This is an optimization exercise on Yosys and OpenROAD, whose aim is small area, not a production implementation.
At most, simulation tests tie the RTL to the original design; equivalence was not proved.
Function not checked in run 4: the RTL went through the layout flow alone.
Power is estimated from default activity; no workload was simulated.

### design/flow/flow/run.sh
#!/bin/bash
# The standard layout (the standard.sh, unchanged synthesis), with
# sky130_fd_sc_hd__buf_1 as the port buffers and no dummy clock loads.
set -euo pipefail
export BUFFER_PORTS_ARGS="-buffer_cell sky130_fd_sc_hd__buf_1"
export CTS_ARGS="-sink_clustering_enable -repair_clock_nets -sink_clustering_size 20 -sink_clustering_max_diameter 50 -buf_list sky130_fd_sc_hd__clkbuf_8 -dont_use_dummy_load"
bash standard.sh > standard.log 2>&1
### design/flow/standard.sh
#!/bin/bash
# synth_recipe.tcl (not shown) runs the flow's synth.tcl, then flattens the netlist and writes it again
# the make line also repeats each setting of config.mk as NAME=value (left out here)
make -C /OpenROAD-flow-scripts/flow DESIGN_CONFIG=/design/flow/config.mk WORK_HOME=/design/flow/orfs CLKGATE_MAP_FILE= SYNTH_SCRIPT=/design/flow/synth_recipe.tcl "${@:-finish}"
### design/flow/design.v
module wblsm_core (
    input  wire        clk,
    input  wire        rst,
    input  wire [31:0] prog_len,
    output wire [31:0] prog_addr,
    input  wire [31:0] prog_data,
    output wire [1:0]  status,
    output wire [2:0]  cause,
    output wire [31:0] result,
    output wire [4:0]  depth
);
    reg [4:0] ph;
    reg       init;
    reg       zA;            
    reg [1:0] status_q;
    reg [2:0] cause_q;
    reg [4:0] sp;
    reg [3:0] fp;
    reg [1:0] stage;
    reg [4:0] cur;           
    reg [4:0] nx;
    reg       eqT, eqR;
    reg       c_q, ic_q;
    reg       dirty;
    reg [31:0] D, Q, IP, R, B;
    reg        Rs;
    reg [32*14-1:0] L;       
    reg [32*8-1:0]  F;       
    reg [32*16-1:0] M;       
    reg [5:0]       A;       
    wire [3:0]      bt = A[3:0];
    wire ph0 = (ph == 5'd0);
    wire ph1 = (ph == 5'd1);
    wire ph31 = (ph == 5'd31);
    wire halted = (status_q != 2'd0);
    wire run = ~init & ~halted;
    wire D0 = D[0];
    wire Q0 = Q[0];
    wire IP0 = IP[0];
    wire R0 = R[0];
    wire B0 = B[0];
    wire [13:0] Lo;
    wire [7:0]  Fo;
    wire [15:0] Mo;
    genvar g;
    generate
        for (g = 0; g < 14; g = g + 1) begin : lo
            assign Lo[g] = L[32*g];
        end
        for (g = 0; g < 8; g = g + 1) begin : fo
            assign Fo[g] = F[32*g];
        end
        for (g = 0; g < 16; g = g + 1) begin : mo
            assign Mo[g] = M[32*g];
        end
    endgenerate
    wire       V  = cur[4];
    wire [3:0] OP = cur[3:0];
    wire opLOAD  = V & (OP == 4'd0);
    wire opWRITE = V & (OP == 4'd1);
    wire opLC0   = V & (OP == 4'd2);
    wire opLC1   = V & (OP == 4'd3);
    wire opDUP   = V & (OP == 4'd4);
    wire opPOP   = V & (OP == 4'd5);
    wire opJMP   = V & (OP == 4'd6);
    wire opCALL  = V & (OP == 4'd7);
    wire opRET   = V & (OP == 4'd8);
    wire opPANIC = V & (OP == 4'd9);
    wire opADD   = V & (OP == 4'd10);
    wire opSUB   = V & (OP == 4'd11);
    wire opMUL   = V & (OP == 4'd12);
    wire opDIV   = V & (OP == 4'd13);
    wire opMOD   = V & (OP == 4'd14);
    wire isEND   = V & (OP == 4'd15);
    wire s0 = (stage == 2'd0);
    wire s1 = (stage == 2'd1);
    wire s2 = (stage == 2'd2);
    wire has1 = (sp != 5'd0);
    wire has2 = (sp[4:1] != 4'd0);
    wire sp1  = (sp == 5'd1);
    wire aLOAD  = opLOAD  & (~s0 | has1);
    wire aWRITE = opWRITE & (~s0 | has2);
    wire aLC    = opLC0 | opLC1;
    wire aDUP   = opDUP   & (~s0 | has1);
    wire aPOP   = opPOP   & has1;
    wire aJMP   = opJMP   & (~s0 | has1);
    wire aCALL  = opCALL  & (~s0 | has1);
    wire aRET   = opRET   & (~s0 | (fp != 4'd0));
    wire aADD   = opADD   & has2;
    wire aSUB   = opSUB   & has2;
    wire aMUL   = opMUL   & (~s0 | has2);
    wire aDIV   = opDIV   & (~s0 | has2);
    wire aMOD   = opMOD   & (~s0 | has2);
    wire aMD    = aMUL | aDIV | aMOD;
    wire isdiv  = aDIV | aMOD;
    wire [4:0] spn = s1 ? sp - 5'd1 : sp;
    wire spgtb = (spn > {1'b0, bt});
    wire iter  = s0 & aMD & ~dirty;
    wire clrp  = s0 & aMD & dirty;      
    wire wb    = s1 & aMD;
    wire ldP1  = s0 & aLOAD;
    wire ldP2  = s1 & aLOAD;
    wire dup   = aDUP;
    wire w1    = s0 & aWRITE;
    wire w2    = s1 & aWRITE;
    wire w3    = s2 & aWRITE;
    wire jE    = s0 & aJMP;
    wire cE    = s0 & aCALL;
    wire rE    = s0 & aRET;
    wire rPop  = s1 & aRET;
    wire ctlF  = (s1 & (aJMP | aCALL)) | (s2 & aRET);
    wire lc    = aLC;
    wire popx  = aPOP | jE | cE | rPop | w3;
    wire arith = aADD | aSUB;
    wire lpop  = popx | arith | w2 | wb;
    wire single = s0 & ~(aLOAD | aWRITE | aJMP | aCALL | aRET | aMD);
    wire fetch  = run & (single | ldP2 | wb | w3 | ctlF);
    wire Ale60  = (A <= 6'd60);
    wire Dzero  = zA & (A == 6'd0);
    wire fMEM = (ldP1 | w1) & ~(zA & Ale60);
    wire fSTK = lc & (sp == 5'd16);
    wire fFRM = cE & (fp == 4'd8);
    wire fDZ  = s0 & isdiv & Dzero;
    wire fault = fMEM | fSTK | fFRM | fDZ;
    wire haltnow = run & ph0 & s0 & (isEND | opPANIC | fault);
    wire dshift = ~halted & ~haltnow & ~(iter | (w1 & early));
    wire selQ = (popx & ~sp1) | arith | (wb & aDIV);
    wire selT = ldP2;
    wire rtap = R[{A[1:0], 3'b000}];
    wire selR = wb & ~aDIV;
    wire enB  = ~(init | lc | popx | ldP2 | dup | wb) | (wb & aMOD & Rs);
    wire sub  = aSUB;
    wire cin0 = aSUB | (lc & opLC1);
    wire sA = (selQ & Q0) | (selR & R0) | (selT & rtap) | (dup & dupbit & (~ph0 | dupok));
    wire sB = (D0 & enB) ^ sub;
    wire cu = ph0 ? cin0 : c_q;
    wire sum = sA ^ sB ^ cu;
    wire cnext = (sA & sB) | (sA & cu) | (sB & cu);
    wire        dv   = opDIV | opMOD;
    wire        bq   = Q[31];
    wire        abit = dv & bq;
    wire        m    = dv | bq;
    wire        dsub = dv & (ph0 | ~Rs);
    wire [32:0] Xop  = {R, abit};
    wire [32:0] Yop  = {dsub, (D | {32{dsub}}) & ~({32{dsub}} & D) & ({32{m}} | {32{dsub}})};
    wire [20:0] cc;
    wire [33:20] c0, c1;
    assign cc[0] = dsub;
    assign c0[20] = 1'b0;
    assign c1[20] = 1'b1;
    generate
        for (g = 0; g < 20; g = g + 1) begin : rca
            assign cc[g+1] = (Xop[g] & Yop[g]) | (cc[g] & (Xop[g] ^ Yop[g]));
        end
        for (g = 20; g < 33; g = g + 1) begin : csa
            assign c0[g+1] = (Xop[g] & Yop[g]) | (c0[g] & (Xop[g] ^ Yop[g]));
            assign c1[g+1] = (Xop[g] & Yop[g]) | (c1[g] & (Xop[g] ^ Yop[g]));
        end
    endgenerate
    wire [32:0] S33  = Xop ^ Yop ^ {cc[20] ? c1[32:20] : c0[32:20], cc[19:0]};
    wire        qbit = ~S33[32];
    wire        early = (ph[4:3] < A[1:0]);
    wire [3:0]  midx  = A[5:2] + {3'd0, early};
    wire [15:0] msel;
    generate
        for (g = 0; g < 16; g = g + 1) begin : ms
            assign msel[g] = (midx == g);
        end
    endgenerate
    wire membit = Mo[midx];
    wire [15:0] ent = {1'b0, Lo, Q0};
    wire [4:0]  spm1 = sp - 5'd1;
    wire dupok  = zA & (A[5:4] == 2'd0) & ({1'b0, A[3:0]} < spm1);
    wire dupbit = ent[A[3:0]];
    wire icu = ph0 | ic_q;
    wire incbit = IP0 ^ icu;
    wire ip_in = init ? 1'b0 :
                 fetch ? incbit :
                 (jE | cE) ? (eqT ? IP0 : D0) :
                 rE ? (eqR ? IP0 : Fo[0]) :
                 IP0;
    reg  ge_q;
    wire plb  = prog_len[ph];
    wire geu  = ph0 | ge_q;
    wire gen  = (IP0 & ~plb) | (~(IP0 ^ plb) & geu);
    wire isop = (prog_data[31:4] == 28'd0) & (prog_data[3:0] != 4'hF);
    wire ph03 = (ph[4:2] == 3'd0);
    wire B_in = cE ? (ph03 ? spm1[ph[1:0]] : bt[0]) : rE ? B[4] : B0;
    wire Qin = lc ? D0 : lpop ? Lo[0] : Q0;
    wire rin = (ldP1 & membit) | (ldP2 & R0);
    always @(posedge clk) begin
        if (dshift) D <= {sum, D[31:1]};
        if (iter) Q <= {Q[30:0], qbit};
        else      Q <= {Qin, Q[31:1]};
        if (iter) begin
            R  <= S33[31:0];
            Rs <= S33[32];
        end else begin
            R  <= {rin, R[31:1]};
            Rs <= (wb & aMOD) ? Rs : 1'b0;
        end
        IP <= {ip_in, IP[31:1]};
        B  <= {B_in, B[31:1]};
        c_q  <= cnext;
        ic_q <= IP0 & icu;
    end
    generate
        for (g = 0; g < 14; g = g + 1) begin : lst
            wire prev = (g == 0) ? Q0 : Lo[(g == 0) ? 0 : g - 1];
            wire next = (g == 13) ? Lo[13] : Lo[(g == 13) ? 13 : g + 1];
            wire lin = lc ? prev : lpop ? next : Lo[g];
            always @(posedge clk) L[32*g +: 32] <= {lin, L[32*g+1 +: 31]};
        end
        for (g = 0; g < 8; g = g + 1) begin : fst
            wire prev = (g == 0) ? IP0 : Fo[(g == 0) ? 0 : g - 1];
            wire next = (g == 7) ? Fo[7] : Fo[(g == 7) ? 7 : g + 1];
            wire fin = cE ? prev : rE ? next : Fo[g];
            always @(posedge clk) F[32*g +: 32] <= {fin, F[32*g+1 +: 31]};
        end
        for (g = 0; g < 16; g = g + 1) begin : mst
            wire we  = init | (w2 & msel[g]);
            wire min = we ? (D0 & ~init) : Mo[g];
            always @(posedge clk) M[32*g +: 32] <= {min, M[32*g+1 +: 31]};
        end
    endgenerate
    always @(posedge clk) begin
        if (rst) begin
            ph       <= 5'd0;
            init     <= 1'b1;
            status_q <= 2'd0;
            cause_q  <= 3'd0;
            sp       <= 5'd0;
            fp       <= 4'd0;
            stage    <= 2'd0;
            cur      <= 5'd0;
        end else begin
            ph <= ph + 5'd1;
            if (haltnow) begin
                if (isEND) status_q <= 2'd1;
                else if (opPANIC) status_q <= 2'd2;
                else begin
                    status_q <= 2'd3;
                    cause_q  <= fDZ ? 3'd1 : fMEM ? 3'd2 : fSTK ? 3'd3 : 3'd4;
                end
            end
            if (init & ph31) init <= 1'b0;
            if (ph31) dirty <= run & ldP2;
            if (run & ph31) begin
                if (lc) sp <= sp + 5'd1;
                else if (lpop) sp <= sp - 5'd1;
                if (cE) fp <= fp + 4'd1;
                else if (rE) fp <= fp - 4'd1;
                if (fetch) begin
                    stage <= 2'd0;
                    cur   <= gen ? 5'b11111 : nx;
                end else if (clrp) begin
                    stage <= 2'd0;
                end else if (aRET) begin
                    stage <= spgtb ? 2'd1 : 2'd2;
                end else begin
                    stage <= stage + 2'd1;
                end
            end
        end
    end
    always @(posedge clk) begin
        if (cE | (rE & ph03)) A[3:0] <= {B0, A[3:1]};
        if (fetch) begin
            if (ph1) nx <= {isop, prog_data[3:0]};
            if (ph31) A <= (nx == 5'b10001) ? Q[6:1] : D[6:1];
            else if (ph0 & dup & ~dupok) A[3:0] <= 4'hF;
            zA <= (ph0 | zA) & ((ph < 5'd6) | ~((nx == 5'b10001) ? Qin : sum));
            ge_q <= gen;
            eqT <= (ph0 | eqT) & (sum == IP0);
            eqR <= (ph0 | eqR) & (Fo[0] == IP0);
        end
    end
    assign prog_addr = IP;
    assign status    = status_q;
    assign cause     = cause_q;
    assign result    = D;
    assign depth     = sp;
endmodule
### design/flow/constraint.sdc
create_clock -name core_clock -period 12.0 [get_ports {clk}]
set_input_delay 2.4000 -clock core_clock [delete_from_list [all_inputs] [get_ports {clk}]]
set_output_delay 2.4000 -clock core_clock [all_outputs]
set_load 0.01 [all_outputs]
### design/flow/config.mk
export PLATFORM = sky130hd
export DESIGN_NAME = wblsm_core
export DESIGN_NICKNAME = wblsm_core
export VERILOG_FILES = /design/flow/design.v
export SDC_FILE = /design/flow/constraint.sdc
export NUM_CORES = 8
export LEC_CHECK = 0
export CAP_MARGIN = 20
export CORE_MARGIN = 2
export CORE_UTILIZATION = 65
export CTS_BUF_LIST = sky130_fd_sc_hd__clkbuf_8
export CTS_CLUSTER_DIAMETER = 50
export CTS_CLUSTER_SIZE = 20
export PLACE_DENSITY = 0.75
export SLEW_MARGIN = 20
==> parameters.txt, run 1 <==
Parameter                              Value

Run status
  Result of the run  timing/DRC/antenna clean

Worst setup path
  Critical path's top delay family    adder cells
  Kind of critical path    reg2reg
  Cell occurring most often along the worst timing path    sky130_fd_sc_hd__fa_1
  Worst r2r dst    Rs
  Startpoint of the most critical setup path    ph[1]
  Worst setup endpoint    Rs
  Reg-to-reg critical path startpoint    ph[1]
  Largest stage delay on the critical path    between 0.4 and 0.5 ns
  Setup slack of the worst register-to-register path    0.60 ns
  WP data required    12.33 ns
  Max FO, Critical Path    4
  Buffers plus inverters on the worst setup path    3
  Worst Setup Start Kind    flop
  Type of element capturing the critical path    flop
  Reg2Reg Depth    39
  Standard cell with the maximum stage delay on the critical path    sky130_fd_sc_hd__fa_1
  Crit path arrival time    11.73 ns
  Count of cell instances traversed by the critical path    39

Floorplan
  Initial core utilization    approximately two thirds
  Vertical extent of the die    234 µm
  Area of the die    between 50000 and 60000 µm²
  Standard cell core area    52600 µm²
  Top Ports    140
  Die X    234 µm
  Std-Cell Rows    84

Synthesis
  Fraction of the yosys area taken by sequential cells    83.8%
  Cell type with the largest total area after synthesis    sky130_fd_sc_hd__dfxtp_1
  Number of flip-flops and latches in the synthesized netlist    1422
  Post-synthesis net count    between 2000 and 2500
  Post-synthesis cell area    roughly 34000 µm²
  Leading register cell type out of synthesis    sky130_fd_sc_hd__dfxtp_1
  Mux cell area share after synthesis    under 10%
  Post-synthesis share of cell area spent on xor and xnor gates    0.889%
  Complex-gate fraction of the synthesized area    under 10%
  Combinational family with the most area after synthesis    simple AND/OR/NAND/NOR gates
  Number of instances in the synthesized netlist    ~2300
  Syn. warnings    1
  Library cells used by synthesis    67
  Portion of synthesized cell area occupied by the leading cell type    79.9%
  Share of synthesized registers carrying an async set or reset    0%
  Number of flops mapped to enable cells by yosys    45
  Share of synthesized cell area in full adder, half adder and majority cells    2.68%
  Simple-gate share of the synthesized area    4.99%
  Avg Cell Area, Syn    15.1 µm²
  Biggest area contributors in the synthesized netlist    sky130_fd_sc_hd__dfxtp_1, sky130_fd_sc_hd__edfxtp_1, sky130_fd_sc_hd__nand2_1

Global route
  Overall track demand over capacity in global routing    18.2%
  Overall overflow remaining after global route    0
  Initial antenna violation count    4
  Wire length of the first global-routing pass    about 78000 µm
  Via count of the first global-routing pass    14937
  Pin count of the biggest net entering global routing    78

Pwr
  Areal power density over the cells    about 180 nW/µm²
  Psw    0.00127 W
  Proportion of power drawn by the clock network    between 20% and 30%
  Leakage dissipation    about 15 nW
  Cell-internal power    0.00542 W
  Switching share of power    19.0%
  Fraction of power consumed by sequential logic    70.8%
  Total Power Consumption    0.00669 W
  Combinational cell fraction of total power    0.5%
  Max VDD drop    0.142 mV

STA
  Fin Hold WS    ~0.25 ns
  Setup violation total in the final timing report    0
  Maximum frequency from static timing analysis    0.0877 GHz
  Unrepaired setup endpoints after global routing    false
  Slew at the pin closest to its max-slew limit    0.894 ns
  Max-slew violations    0
  Minimum clock period    11.40 ns
  Worst max-slew margin expressed relative to the limit    40.3%
  Clock skew    0.0957 ns
  Fin crit share    95.0%
  Total negative setup slack    0 ns
  Number of hold violations in the final report    0

Routing
  Remaining number of nets flagged by the antenna check after routing    0
  Post-detailed-route DRC marker count    0
  Via count    15411
  Final WL    49700 µm
  Via-per-instance ratio    4.88
  First-pass detailed-route iteration total    5
  Drt initial violations    802
  Routed length per instance    15.7 µm

Placement
  Number of port buffers    139
  Placed instance area    35800 µm²
  DP Cell Count    3070
  HPWL after detailed placement    ~32000 µm
  Final weighted congestion in routability-driven placement    0.860

Clock network
  Number of buffers between clock root and the deepest sink    3
  Number of sinks driven by the clock tree    1422
  Root buffer cell    sky130_fd_sc_hd__clkbuf_8
  Number of levels the H-tree was split into    3
  TritonCTS buffer count    88
  Cts hold-fix bufs    0
  TritonCTS clock tree    built
  Source-to-sink clock delay at the later pin of the worst-skew pair    0.70 ns
  Clock slew at reported path FFs    between 0.1 and 0.15 ns

Cells and area
  Fraction of layout instances using a drive strength above 1    6.88%
  Post-route insts no fill    3160
  Leading cell types in the layout, fill and taps excluded    sky130_fd_sc_hd__dfxtp_1, sky130_fd_sc_hd__nand2_1, sky130_fd_sc_hd__buf_1
  # nets final    around 2600
  Most frequent standard cell in the layout excluding fill and tap cells    sky130_fd_sc_hd__dfxtp_1
  Post-route cell area    37100 µm²
  Area growth syn-to-layout    7.49%

Min path
  Worst Hold Class    reg2reg

Flow run
  Number of max-capacitance violations reported    0
[final cells by class]
| type | instances | area, µm² |
|---|---|---|
| timing repair buffer | 163 | 702 |
| sequential | 1422 | 28900 |
| multi-input combinational | 754 | 5220 |
| clock buffer | 88 | 1210 |
| tap | 688 | 861 |
| fill | 3413 | 15500 |
| inverter | 44 | 165 |
| antenna | 1 | 2.50 |
[synth_stat cells, drive strengths merged, types with 3 or more instances]
library cell / n
nor4: 14
ha: 37
mux2i: 48
nand3b: 5
clkbuf: 47
xnor2: 24
nand2b: 5
nand2: 207
nand4: 13
a22oi: 5
nor2b: 12
and2: 6
fa: 23
mux4: 17
o21ai: 84
nor2: 84
inv: 44
a211oi: 5
o221a: 5
buf: 13
o31ai: 6
nor3: 11
o21a: 5
or3: 3
edfxtp: 45
and3: 4
xor2: 11
mux2: 8
nor3b: 4
nand3: 10
o22ai: 3
dfxtp: 1377
o211ai: 3
a21o: 5
a21oi: 54
[how the worst min path moves through the flow]
stage,end,startpoint,cells past startpoint
floorplan,B[0],B[1],0
global placement,L[181],L[182],0
detailed placement,L[147],L[148],0
CTS,L[8],L[9],0
global route,L[8],L[9],0
finish,L[8],L[9],0
[per-stage QoR]
stage          setup slack (ns)  utilization (%)
3_3_place_gp              0.395             68.1
2_1_floorplan             0.226                -
4_1_cts                   0.186             70.4
3_5_place_dp              0.295             68.1
5_1_grt                  0.0218             70.6
6_report                  0.597             70.6
[per-layer routing]
| layer | vias to the layer above | part of all wire (%) | GRT usage [%] |
|---|---|---|---|
| li1 | 7716 | - | - |
| met1 | 7333 | 49 | 26.4 |
| met2 | 267 | 44 | 28.1 |
| met3 | 95 | 4.0 | 3.49 |
| met4 | 0 | 2.6 | 5.74 |
| met5 | - | 0 | 0 |
[kinds of logic (layout without fill, tap and decap cells)]
group	Yosys count	in the layout
AND/OR/NAND/NOR	387	387
XOR/XNOR	35	35
flip-flops	1422	1422
AO/OA/AOI/OAI	199	199
multiplexers	73	73
buffers and inverters	104	295
adder cells (fa/ha/maj)	60	60
other	0	1
[registers in the layout, indices dropped and copies added (netlist names), 6 cells and up]
register and count:
A 6, B 32, D 32, F 256, IP 32, L 448
M 512, Q 32, R 32
[worst register-to-register path, delay by kind of cell (launching register included)]
kind                       cells  cell delay, ns
DFF                            1            0.35
adders and majority gates     22            8.21
buffers and inverters          3            0.23
AOI/OAI and AO/OA              4            0.97
xor gates and xnor gates       3            0.46
and+or+nand+nor                7            0.87
[power groups by stage]
stage	combinational (W)	sequential (W)	clock [W]
floorplan	0.0000183	0.00485	0
global placement	0.0000339	0.00485	0
detailed placement	0.0000347	0.00485	0
CTS	0.0000349	0.00474	0.00198
global route	0.0000386	0.00474	0.00213
finish	0.0000353	0.00474	0.00192
[timing repair]
item / in CTS / in global routing
resized for setup: 0 / 14
setup endpoints to repair: 0 / 3
setup buffers: 0 / 1
==> inputs of run 2 (changes only) <==
==> design/flow/flow/run.sh (replaced) <==
#!/bin/bash
# The standard layout (the standard.sh, unchanged synthesis), with
# sky130_fd_sc_hd__buf_1 as the port buffers and no dummy clock loads.
set -euo pipefail
export BUFFER_PORTS_ARGS="-buffer_cell sky130_fd_sc_hd__buf_1"
export CTS_ARGS="-sink_clustering_enable -repair_clock_nets -sink_clustering_size 32 -sink_clustering_max_diameter 50 -buf_list sky130_fd_sc_hd__clkbuf_16 -dont_use_dummy_load"
bash standard.sh > standard.log 2>&1
==> parameters.txt, run 2 <==
Parameter                              Value

STA
  Total negative setup slack    0 ns
  Minimum clock period    11.39 ns
  Max-slew violations    0
  Slew at the pin closest to its max-slew limit    0.904 ns
  Unrepaired setup endpoints after global routing    false
  Worst max-slew margin expressed relative to the limit    39.7%
  Worst setup slack after layout    0.612 ns
  Setup violation total in the final timing report    0
  Fin crit share    94.9%
  Maximum frequency from static timing analysis    0.0878 GHz
  Clock skew    0.0782 ns
  Number of hold violations in the final report    0

Synthesis
  Library cells used by synthesis    67
  Number of flip-flops and latches in the synthesized netlist    1422
  Avg Cell Area, Syn    15.1 µm²
  Number of instances in the synthesized netlist    2280
  Syn. warnings    1
  Share of synthesized registers carrying an async set or reset    0%
  Number of flops mapped to enable cells by yosys    45
  Biggest area contributors in the synthesized netlist    sky130_fd_sc_hd__dfxtp_1, sky130_fd_sc_hd__edfxtp_1, sky130_fd_sc_hd__nand2_1
  Cell with the most instances after synthesis    sky130_fd_sc_hd__dfxtp_1
  Cell type with the largest total area after synthesis    sky130_fd_sc_hd__dfxtp_1
  Portion of synthesized cell area occupied by the leading cell type    79.9%
  Post-synthesis net count    2406
  Post-synthesis cell area    34500 µm²
  Leading register cell type out of synthesis    sky130_fd_sc_hd__dfxtp_1
  Most used standard cells in the synthesized netlist    sky130_fd_sc_hd__dfxtp_1, sky130_fd_sc_hd__nand2_1, sky130_fd_sc_hd__nor2_1
  Fraction of the yosys area taken by sequential cells    between 80% and 90%

Pwr
  Leakage dissipation    between 10 and 15 nW
  Proportion of power drawn by the clock network    about 34%
  Combinational cell fraction of total power    less than 1%
  Cell-internal power    0.00586 W
  Fraction of power consumed by sequential logic    around 66%
  Areal power density over the cells    approximately 190 nW/µm²
  Switching share of power    18.6%
  Psw    about 0.0013 W
  Total Power Consumption    just over 0.007 W
  Max VDD drop    0.147 mV

Placement
  HPWL after detailed placement    about 32000 µm
  Placed instance area    around 36000 µm²
  Final weighted congestion in routability-driven placement    0.860
  DP Worst Slack    0.295 ns
  DP Cell Count    3070
  Number of port buffers    139

Global route
  Overall overflow remaining after global route    0
  Via count of the first global-routing pass    around 15000
  Pin count of the biggest net entering global routing    78
  Wire length of the first global-routing pass    81400 µm
  Overall track demand over capacity in global routing    19.3%
  Initial antenna violation count    3

Cells and area
  Post-route cell area    37700 µm²
  Final antenna diode count    0
  Post-route insts no fill    approximately 3100
  Area growth syn-to-layout    9.32%
  Regs by FF count    M (512), L (448), F (256)
  Largest reg by FF count    M
  Flip-flop count of the largest register after layout    512
  Most frequent standard cell in the layout excluding fill and tap cells    sky130_fd_sc_hd__dfxtp_1
  Fraction of layout instances using a drive strength above 1    6.31%
  Number of filler instances in the final layout    3279
  # nets final    2585
  Leading cell types in the layout, fill and taps excluded    sky130_fd_sc_hd__dfxtp_1, sky130_fd_sc_hd__nand2_1, sky130_fd_sc_hd__buf_1

Floorplan
  Initial core utilization    65.6%
  Standard cell core area    52600 µm²
  Vertical extent of the die    234 µm
  Std-Cell Rows    84
  Top Ports    140
  Die X    234 µm
  Area of the die    54900 µm²

Routing
  Via count    15418
  Final WL    52400 µm
  Drt initial violations    896
  Remaining number of nets flagged by the antenna check after routing    0
  Via-per-instance ratio    4.90
  Routed length per instance    16.7 µm
  Post-detailed-route DRC marker count    0
  First-pass detailed-route iteration total    5

Worst setup path
  Kind of critical path    reg2reg
  Crit path arrival time    11.68 ns
  Cell occurring most often along the worst timing path    sky130_fd_sc_hd__fa_1
  Max FO, Critical Path    4
  WP data required    12.29 ns
  Type of element capturing the critical path    flop
  Largest stage delay on the critical path    0.43 ns
  Worst Setup Start Kind    flop
  Reg2Reg Depth    39
  Standard cell with the maximum stage delay on the critical path    sky130_fd_sc_hd__fa_1
  Setup slack of the worst register-to-register path    0.61 ns

Clock network
  Clock slew at reported path FFs    0.11 ns
  Source-to-sink clock delay at the later pin of the worst-skew pair    ~0.63 ns
  Number of sinks driven by the clock tree    1422
  TritonCTS clock tree    built
  Number of levels the H-tree was split into    3
  Root buffer cell    sky130_fd_sc_hd__clkbuf_16
  Number of buffers between clock root and the deepest sink    3
  TritonCTS buffer count    between 70 and 80
  Cts hold-fix bufs    0

Flow run
  Number of max-capacitance violations reported    0

Min path
  Worst Hold Class    reg2reg
  Cell depth of the worst hold path    0

Run status
  Result of the run  timing/DRC/antenna clean
==> run 2: cell count changes in the layout (fill, tap and decap cells not counted), sizes merged <==
cell	delta
clkbuf	-14
diode	-1
==> run 2: final cells by class <==
type	count	area (µm²)	share of cell area, %
sequential	1422	28900	76.7
timing repair buffer	163	702	1.86
clock buffer	74	1850	4.91
inverter	44	165	0.438
multi-input combinational	754	5210	13.8
tap	688	861	2.28
==> run 2: kinds of logic after synthesis <==
| group | Yosys count | share of synthesized area (%) |
|---|---|---|
| simple gates | 387 | 4.99 |
| buf+inv | 104 | 1.26 |
| mux | 73 | 2.76 |
| fa+ha+maj | 60 | 2.68 |
| xor+xnor | 35 | 0.889 |
| compound gates | 199 | 3.58 |
| flops | 1422 | 83.8 |
==> run 2: critical path, delay by kind of cell (launching register included) <==
| kind | cells | cell delay (ns) |
|---|---|---|
| and+or+nand+nor | 7 | 0.87 |
| xor gates and xnor gates | 3 | 0.46 |
| adders and majority gates | 22 | 8.22 |
| AOI/OAI and AO/OA | 4 | 0.97 |
| DFF | 1 | 0.35 |
| buffers and inverters | 3 | 0.22 |
==> run 2: final timing paths <==
| path | start | end |
|---|---|---|
| worst max-delay path | ph[1] | Rs |
| worst min-delay path | M[251] | M[250] |
| worst max register to register | ph[1] | Rs |
| worst min register to register | M[251] | M[250] |
==> run 2: timing repair <==
action | 4_1_cts | 5_1_grt
setup endpoints to repair | 0 | 3
gates resized for setup | 0 | 12
buffers inserted | 0 | 1
==> run 2: power by group through the flow <==
| stage | logic [W] | registers (W) | clock network, W |
|---|---|---|---|
| 4_1_cts | 0.0000351 | 0.00474 | 0.00248 |
| 3_5_place_dp | 0.0000347 | 0.00485 | 0 |
| 5_1_grt | 0.0000385 | 0.00474 | 0.00263 |
| 3_3_place_gp | 0.0000339 | 0.00485 | 0 |
| 6_report | 0.0000354 | 0.00474 | 0.00242 |
| 2_1_floorplan | 0.0000183 | 0.00485 | 0 |
==> run 2: stage by stage <==
stage / util (%) / hold slack, ns
floorplan: - / 0.310
global placement: 68.1 / 0.310
detailed placement: 68.1 / 0.312
CTS: 71.7 / 0.276
global route: 71.8 / 0.274
finish: 71.8 / 0.271
==> run 2: per-layer routing <==
layer	up-vias	wire length [µm]	part of all wire (%)	global-route usage, %
li1	7708	-	-	-
met1	7332	25100	48	27.0
met2	279	23900	46	30.8
met3	97	2080	4.0	3.62
met4	2	1280	2.4	5.84
met5	-	13	0.025	0
==> inputs of run 3 (changes only) <==
==> design/flow/flow/run.sh (replaced) <==
#!/bin/bash
# The standard layout (the standard.sh, unchanged synthesis), with
# sky130_fd_sc_hd__buf_1 as the port buffers and no dummy clock loads.
set -euo pipefail
export BUFFER_PORTS_ARGS="-buffer_cell sky130_fd_sc_hd__buf_1"
export CTS_ARGS="-sink_clustering_enable -repair_clock_nets -sink_clustering_size 28 -sink_clustering_max_diameter 40 -buf_list {sky130_fd_sc_hd__clkbuf_8 sky130_fd_sc_hd__clkbuf_16} -dont_use_dummy_load"
bash standard.sh > standard.log 2>&1
==> parameters.txt, run 3 <==
Parameter                              Value

Worst setup path
  Critical path's top delay family    adder cells
  Count of cell instances traversed by the critical path    39
  Max FO, Critical Path    4
  Type of element capturing the critical path    flop
  Worst r2r dst    Rs
  Worst Setup Start Kind    flop
  Cell occurring most often along the worst timing path    sky130_fd_sc_hd__fa_1
  Kind of critical path    reg2reg
  Crit path arrival time    11.75 ns
  Reg2Reg Depth    39
  Buffers plus inverters on the worst setup path    3
  Largest stage delay on the critical path    0.43 ns
  Standard cell with the maximum stage delay on the critical path    sky130_fd_sc_hd__fa_1
  Setup slack of the worst register-to-register path    0.57 ns
  Worst setup endpoint    Rs
  Startpoint of the most critical setup path    ph[1]
  WP data required    roughly 12 ns
  Reg-to-reg critical path startpoint    ph[1]

Clock network
  Source-to-sink clock delay at the later pin of the worst-skew pair    0.67 ns
  TritonCTS clock tree    built
  Clock slew at reported path FFs    0.09 ns
  Cts hold-fix bufs    0
  TritonCTS buffer count    108
  Number of levels the H-tree was split into    3
  Root buffer cell    sky130_fd_sc_hd__clkbuf_16
  Number of sinks driven by the clock tree    1422
  Number of buffers between clock root and the deepest sink    3

Synthesis
  Library cells used by synthesis    67
  Number of flops mapped to enable cells by yosys    45
  Biggest area contributors in the synthesized netlist    sky130_fd_sc_hd__dfxtp_1, sky130_fd_sc_hd__edfxtp_1, sky130_fd_sc_hd__nand2_1
  Post-synthesis cell area    about 34000 µm²
  Portion of synthesized cell area occupied by the leading cell type    between 70% and 80%
  Most used standard cells in the synthesized netlist    sky130_fd_sc_hd__dfxtp_1, sky130_fd_sc_hd__nand2_1, sky130_fd_sc_hd__nor2_1
  Leading register cell type out of synthesis    sky130_fd_sc_hd__dfxtp_1
  Post-synthesis net count    2406
  Share of synthesized registers carrying an async set or reset    0%
  Fraction of the yosys area taken by sequential cells    83.8%
  Avg Cell Area, Syn    between 15 and 20 µm²
  Number of instances in the synthesized netlist    2280
  Syn. warnings    1
  Cell with the most instances after synthesis    sky130_fd_sc_hd__dfxtp_1
  Cell type with the largest total area after synthesis    sky130_fd_sc_hd__dfxtp_1
  Number of flip-flops and latches in the synthesized netlist    1422

Pwr
  Areal power density over the cells    202 nW/µm²
  Combinational cell fraction of total power    less than 1%
  Leakage dissipation    15.3 nW
  Max VDD drop    0.164 mV
  Cell-internal power    0.00633 W
  Psw    0.00146 W
  Fraction of power consumed by sequential logic    60.8%
  Proportion of power drawn by the clock network    38.7%
  Switching share of power    a little under a fifth

Cells and area
  Flip-flop count of the largest register after layout    512
  Post-route insts no fill    around 3200
  Area growth syn-to-layout    11.8%
  Fraction of layout instances using a drive strength above 1    7.63%
  Core Util, Final    73.4%
  Regs by FF count    M (512), L (448), F (256)
  # nets final    2619
  Largest reg by FF count    M
  Post-route cell area    38600 µm²
  Most frequent standard cell in the layout excluding fill and tap cells    sky130_fd_sc_hd__dfxtp_1
  Leading cell types in the layout, fill and taps excluded    sky130_fd_sc_hd__dfxtp_1, sky130_fd_sc_hd__nand2_1, sky130_fd_sc_hd__buf_1

Routing
  Post-detailed-route DRC marker count    0
  First-pass detailed-route iteration total    5
  Routed length per instance    17.2 µm
  Remaining number of nets flagged by the antenna check after routing    0
  Final WL    54800 µm
  Via-per-instance ratio    roughly 5.0
  Drt initial violations    about 840
  Via count    15823

Floorplan
  Std-Cell Rows    84
  Initial core utilization    65.6%
  Standard cell core area    52600 µm²
  Die X    ~230 µm
  Top Ports    140
  Vertical extent of the die    between 200 and 250 µm
  Area of the die    54900 µm²

STA
  Unrepaired setup endpoints after global routing    false
  Fin crit share    a little over nine tenths
  Total negative setup slack    0 ns
  Worst setup slack after layout    0.571 ns
  Minimum clock period    approximately 11 ns
  Slew at the pin closest to its max-slew limit    0.886 ns
  Max-slew violations    0
  Worst max-slew margin expressed relative to the limit    40.8%
  Setup violation total in the final timing report    0
  Clock skew    approximately 0.072 ns
  Number of hold violations in the final report    0
  Maximum frequency from static timing analysis    0.0875 GHz

Placement
  HPWL after detailed placement    32200 µm
  DP Cell Count    3070
  DP Worst Slack    0.295 ns
  Final weighted congestion in routability-driven placement    between 0.8 and 0.9
  Number of port buffers    roughly 140
  Placed instance area    35800 µm²

Min path
  Cell depth of the worst hold path    0
  Worst Hold Class    reg2reg

Global route
  Overall overflow remaining after global route    0
  Via count of the first global-routing pass    15937
  Wire length of the first global-routing pass    85500 µm
  Initial antenna violation count    5
  Pin count of the biggest net entering global routing    78
  Overall track demand over capacity in global routing    20.3%

Flow run
  Number of max-capacitance violations reported    0

Run status
  Result of the run  timing/DRC/antenna clean
==> run 3: cell counts after synthesis <==
No cell type changed its count.
==> run 3: cell families after synthesis <==
| logic type | share of synthesized area [%] |
|---|---|
| muxes | 2.76 |
| and+or+nand+nor | 4.99 |
| AOI/OAI and AO/OA | 3.58 |
| adders and majority gates | 2.68 |
| xor gates and xnor gates | 0.889 |
| buffers and inverters | 1.26 |
| DFF | 83.8 |
==> run 3: power by group through the flow <==
stage	registers [W]	logic (W)	clock network, W
global route	0.00474	0.0000386	0.00326
floorplan	0.00485	0.0000183	0
CTS	0.00474	0.0000350	0.00309
detailed placement	0.00485	0.0000347	0
finish	0.00474	0.0000353	0.00302
global placement	0.00485	0.0000339	0
==> run 3: area by class of cell <==
type | instances | area, µm²
antenna | 1 | 2.50
clock buffer | 108 | 2700
fill | 3158 | 14000
inverter | 44 | 165
multi-input combinational | 754 | 5220
sequential | 1422 | 28900
tap | 688 | 861
timing repair buffer | 163 | 702
==> run 3: per-layer routing <==
layer / track usage (%) / share of wire (%)
met3: 3.89 / 4.2
met4: 6.74 / 2.5
met5: 0 / 0.026
met1: 27.5 / 46
met2: 33.0 / 47
==> run 3: worst min-delay path by stage <==
stage          startpoint      to  slack, ns
2_1_floorplan        B[1]    B[0]       0.31
3_3_place_gp       L[182]  L[181]       0.31
3_5_place_dp       L[148]  L[147]       0.31
4_1_cts            L[245]  L[244]       0.28
5_1_grt            F[220]  F[219]       0.28
6_report           L[245]  L[244]       0.28
==> run 3: through the flow <==
step | power (W) | hold WS [ns]
detailed placement | 0.00488 | 0.312
CTS | 0.00787 | 0.275
global placement | 0.00488 | 0.310
global route | 0.00803 | 0.283
floorplan | 0.00487 | 0.310
finish | 0.00780 | 0.277
==> run 3: repair_timing <==
item / in CTS / in global routing
setup endpoints to repair: 0 / 3
resized for setup: 0 / 14
buffers inserted: 0 / 1
==> inputs of run 4 (changes only) <==
--- a/design/flow/design.v
+++ b/design/flow/design.v
@@ -12,8 +12,7 @@
     reg [4:0] ph;
     reg       init;
     reg       zA;            
-    reg [1:0] status_q;
-    reg [2:0] cause_q;
+    reg       halted;        
     reg [4:0] sp;
     reg [3:0] fp;
     reg [1:0] stage;
@@ -32,7 +31,6 @@
     wire ph0 = (ph == 5'd0);
     wire ph1 = (ph == 5'd1);
     wire ph31 = (ph == 5'd31);
-    wire halted = (status_q != 2'd0);
     wire run = ~init & ~halted;
     wire D0 = D[0];
     wire Q0 = Q[0];
@@ -227,8 +225,7 @@
         if (rst) begin
             ph       <= 5'd0;
             init     <= 1'b1;
-            status_q <= 2'd0;
-            cause_q  <= 3'd0;
+            halted   <= 1'b0;
             sp       <= 5'd0;
             fp       <= 4'd0;
             stage    <= 2'd0;
@@ -236,12 +233,7 @@
         end else begin
             ph <= ph + 5'd1;
             if (haltnow) begin
-                if (isEND) status_q <= 2'd1;
-                else if (opPANIC) status_q <= 2'd2;
-                else begin
-                    status_q <= 2'd3;
-                    cause_q  <= fDZ ? 3'd1 : fMEM ? 3'd2 : fSTK ? 3'd3 : 3'd4;
-                end
+                halted <= 1'b1;
             end
             if (init & ph31) init <= 1'b0;
             if (ph31) dirty <= run & ldP2;
@@ -276,8 +268,9 @@
         end
     end
     assign prog_addr = IP;
-    assign status    = status_q;
-    assign cause     = cause_q;
+    assign status    = ~halted ? 2'd0 : isEND ? 2'd1 : opPANIC ? 2'd2 : 2'd3;
+    assign cause     = ~halted ? 3'd0 : (opDIV | opMOD) ? 3'd1 : (opLOAD | opWRITE) ? 3'd2 :
+                       (opLC0 | opLC1) ? 3'd3 : opCALL ? 3'd4 : 3'd0;
     assign result    = D;
     assign depth     = sp;
 endmodule
==> design/flow/flow/run.sh (replaced) <==
#!/bin/bash
# The standard layout (the standard.sh, unchanged synthesis), with
# sky130_fd_sc_hd__buf_1 as the port buffers and no dummy clock loads.
set -euo pipefail
export BUFFER_PORTS_ARGS="-buffer_cell sky130_fd_sc_hd__buf_1"
export CTS_ARGS="-sink_clustering_enable -repair_clock_nets -sink_clustering_size 20 -sink_clustering_max_diameter 50 -buf_list sky130_fd_sc_hd__clkbuf_8 -dont_use_dummy_load"
bash standard.sh > standard.log 2>&1
==> parameters.txt, run 4 <==
Parameter                              Value

Clock network
  TritonCTS clock tree    built
  Number of buffers between clock root and the deepest sink    3
  TritonCTS buffer count    slightly above 90
  Number of levels the H-tree was split into    3
  Root buffer cell    sky130_fd_sc_hd__clkbuf_8
  Source-to-sink clock delay at the later pin of the worst-skew pair    ~0.71 ns
  Number of sinks driven by the clock tree    1418
  Clock slew at reported path FFs    0.11 ns

STA
  Setup violation total in the final timing report    0
  Clock skew    0.0919 ns
  Worst max-slew margin expressed relative to the limit    27.4%
  Maximum frequency from static timing analysis    0.0868 GHz
  Fin crit share    96.1%
  Slew at the pin closest to its max-slew limit    1.08 ns
  Number of hold violations in the final report    0
  Minimum clock period    11.53 ns
  Max-slew violations    0
  Worst setup slack after layout    between 0.4 and 0.5 ns

Global route
  Wire length of the first global-routing pass    84100 µm
  Overall overflow remaining after global route    0
  Pin count of the biggest net entering global routing    97
  Initial antenna violation count    0
  Via count of the first global-routing pass    around 16000
  Overall track demand over capacity in global routing    19.3%

Pwr
  Switching share of power    19.3%
  Psw    0.00130 W
  Fraction of power consumed by sequential logic    70.3%
  Areal power density over the cells    180 nW/µm²
  Cell-internal power    between 0.005 and 0.006 W
  Proportion of power drawn by the clock network    28.9%
  Combinational cell fraction of total power    less than 1%
  Leakage dissipation    14.6 nW
  Max VDD drop    0.171 mV
  Total Power Consumption    0.00673 W

Routing
  Remaining number of nets flagged by the antenna check after routing    0
  First-pass detailed-route iteration total    8
  Final WL    52400 µm
  Routed length per instance    16.5 µm
  Via-per-instance ratio    4.96
  Drt initial violations    around 860
  Via count    15728
  Post-detailed-route DRC marker count    0

Run status
  Result of the run  timing/DRC/antenna clean

Synthesis
  Portion of synthesized cell area occupied by the leading cell type    79.2%
  Post-synthesis net count    2407
  Biggest area contributors in the synthesized netlist    sky130_fd_sc_hd__dfxtp_1, sky130_fd_sc_hd__edfxtp_1, sky130_fd_sc_hd__nand2_1
  Avg Cell Area, Syn    15.2 µm²
  Cell with the most instances after synthesis    sky130_fd_sc_hd__dfxtp_1
  Number of flip-flops and latches in the synthesized netlist    between 1000 and 1500
  Number of instances in the synthesized netlist    roughly 2300
  Number of flops mapped to enable cells by yosys    45
  Most used standard cells in the synthesized netlist    sky130_fd_sc_hd__dfxtp_1, sky130_fd_sc_hd__nand2_1, sky130_fd_sc_hd__o21ai_0
  Cell type with the largest total area after synthesis    sky130_fd_sc_hd__dfxtp_1
  Library cells used by synthesis    77
  Fraction of the yosys area taken by sequential cells    83.1%
  Syn. warnings    1
  Post-synthesis cell area    ~35000 µm²
  Share of synthesized registers carrying an async set or reset    0%
  Leading register cell type out of synthesis    sky130_fd_sc_hd__dfxtp_1

Placement
  HPWL after detailed placement    33900 µm
  DP Worst Slack    around 0.17 ns
  Final weighted congestion in routability-driven placement    0.859
  Number of port buffers    roughly 140

Flow run
  Number of max-capacitance violations reported    0

Floorplan
  Vertical extent of the die    235 µm
  Area of the die    55300 µm²
  Std-Cell Rows    84
  Die X    approximately 240 µm
  Top Ports    between 100 and 150
  Standard cell core area    52700 µm²
  Initial core utilization    about two thirds

Cells and area
  Multi-input gate area in the final layout    5510 µm²
  Regs by FF count    M (512), L (448), F (256)
  Most frequent standard cell in the layout excluding fill and tap cells    sky130_fd_sc_hd__dfxtp_1
  # nets final    roughly 2600
  Fraction of layout instances using a drive strength above 1    7.10%
  Flip-flop count of the largest register after layout    512
  Leading cell types in the layout, fill and taps excluded    sky130_fd_sc_hd__dfxtp_1, sky130_fd_sc_hd__nand2_1, sky130_fd_sc_hd__buf_1
  Number of filler instances in the final layout    around 3400
  Largest reg by FF count    M
  Area growth syn-to-layout    7.71%
  Area occupied by registers    approximately 29000 µm²

Min path
  Worst Hold Class    reg2reg

Worst setup path
  Max FO, Critical Path    5
  Crit path arrival time    11.89 ns
  WP data required    12.36 ns
  Kind of critical path    reg2reg
  Standard cell with the maximum stage delay on the critical path    sky130_fd_sc_hd__fa_1
  Largest stage delay on the critical path    roughly 0.42 ns
  Type of element capturing the critical path    flop
  Cell occurring most often along the worst timing path    sky130_fd_sc_hd__fa_1
  Buffers plus inverters on the worst setup path    0
  Critical path's top delay family    adder cells
  Worst Setup Start Kind    flop
==> run 4: cell families (layout without fill, tap and decap cells) <==
family                     count (synthesis)  after routing  share of synthesized area [%]
buffers and inverters                    104            301                           1.26
xor gates and xnor gates                  64             64                           1.61
AOI/OAI and AO/OA                        183            183                           3.50
and+or+nand+nor                          389            389                           5.32
muxes                                     63             63                           2.58
other                                      0              4                              0
adders and majority gates                 60             60                           2.66
DFF                                     1418           1418                           83.1
==> run 4: what timing repair did <==
action	CTS	global route
setup buffers	0	2
setup endpoints to repair	0	3
hold endpoints to repair	0	0
hold buffers	0	0
resized for setup	0	10
==> run 4: area by class of cell <==
cell class,count,area share [%]
Antenna cell,4,0.0268
Clock buffer,91,3.35
Timing Repair Buffer,166,2.02
Inverter,44,0.442
Sequential cell,1418,77.1
Tap cell,688,2.30
Multi-Input combinational cell,759,14.7
==> run 4: power groups by stage <==
stage	sequential [W]	clock, W	combinational, W
final	0.00473	0.00195	0.0000538
after global routing	0.00473	0.00217	0.0000589
after CTS	0.00473	0.00201	0.0000538
after detailed placement	0.00484	0	0.0000537
after global placement	0.00484	0	0.0000526
after floorplan	0.00484	0	0.0000312
==> run 4: final timing paths <==
kind	startpoint	to	slack, ns	cells after the start
worst max-delay path	ph[3]	Rs	0.47	35
worst min-delay path	B[20]	B[19]	0.27	0
worst max register to register	ph[3]	Rs	0.47	35
worst min register to register	B[20]	B[19]	0.27	0
==> run 4: through the flow <==
| step | util [%] | cell area (µm²) | TNS [ns] | hold slack (ns) | std cells |
|---|---|---|---|---|---|
| floorplan | - | 34700 | 0 | 0.310 | 2281 |
| global placement | 68.5 | 36000 | 0 | 0.310 | 3072 |
| detailed placement | 68.5 | 36000 | 0 | 0.312 | 3072 |
| CTS | 70.8 | 37300 | 0 | 0.271 | 3163 |
| global route | 71.0 | 37400 | -0.0190 | 0.269 | 3166 |
| finish | 71.0 | 37400 | 0 | 0.269 | 3170 |
==> run 4: layer usage <==
layer / wire length [µm] / GRT usage [%]
met1: 25700 / 28.1
met4: 1290 / 6.23
met5: 0 / 0
met2: 23000 / 29.5
met3: 2390 / 3.75

## static timing again, ports no longer ideal
The flow's constraints put no driver on any port. The routed layouts listed below were extracted and timed again, unchanged, in two steps.
Step 1 (the two cells are an assumption about what drives the block):
set clk [get_ports {clk}]
set_driving_cell -lib_cell sky130_fd_sc_hd__clkbuf_16 $clk
set_driving_cell -lib_cell sky130_fd_sc_hd__buf_2 [delete_from_list [all_inputs] $clk]
Step 2, shift: input delay + t, output delay - t, t = (earliest + latest rising clock arrival at the registers) / 2. This alone moves slack from input paths to output paths.
Slacks: ideal ports / drivers / drivers and shift; pairs: ideal ports / drivers.
| run | t (ns) | slack for setup (ns) | clock arrival spread, ns | worst data-port slew with drivers (ns) | cell pins on the clock port's net |
|---|---|---|---|---|---|
| run 1 | 0.704 | 0.597 / 0.597 / 0.597 | 0.098 / 0.098 | 0.04 | 1 |
| run 2 | 0.644 | 0.612 / 0.612 / 0.612 | 0.094 / 0.094 | 0.04 | 1 |
| run 3 | 0.693 | 0.571 / 0.571 / 0.571 | 0.095 / 0.095 | 0.04 | 1 |
| run 4 | 0.724 | 0.474 / 0.474 / 0.474 | 0.099 / 0.099 | 0.09 | 1 |
After both steps setup and hold are still met in every run listed.
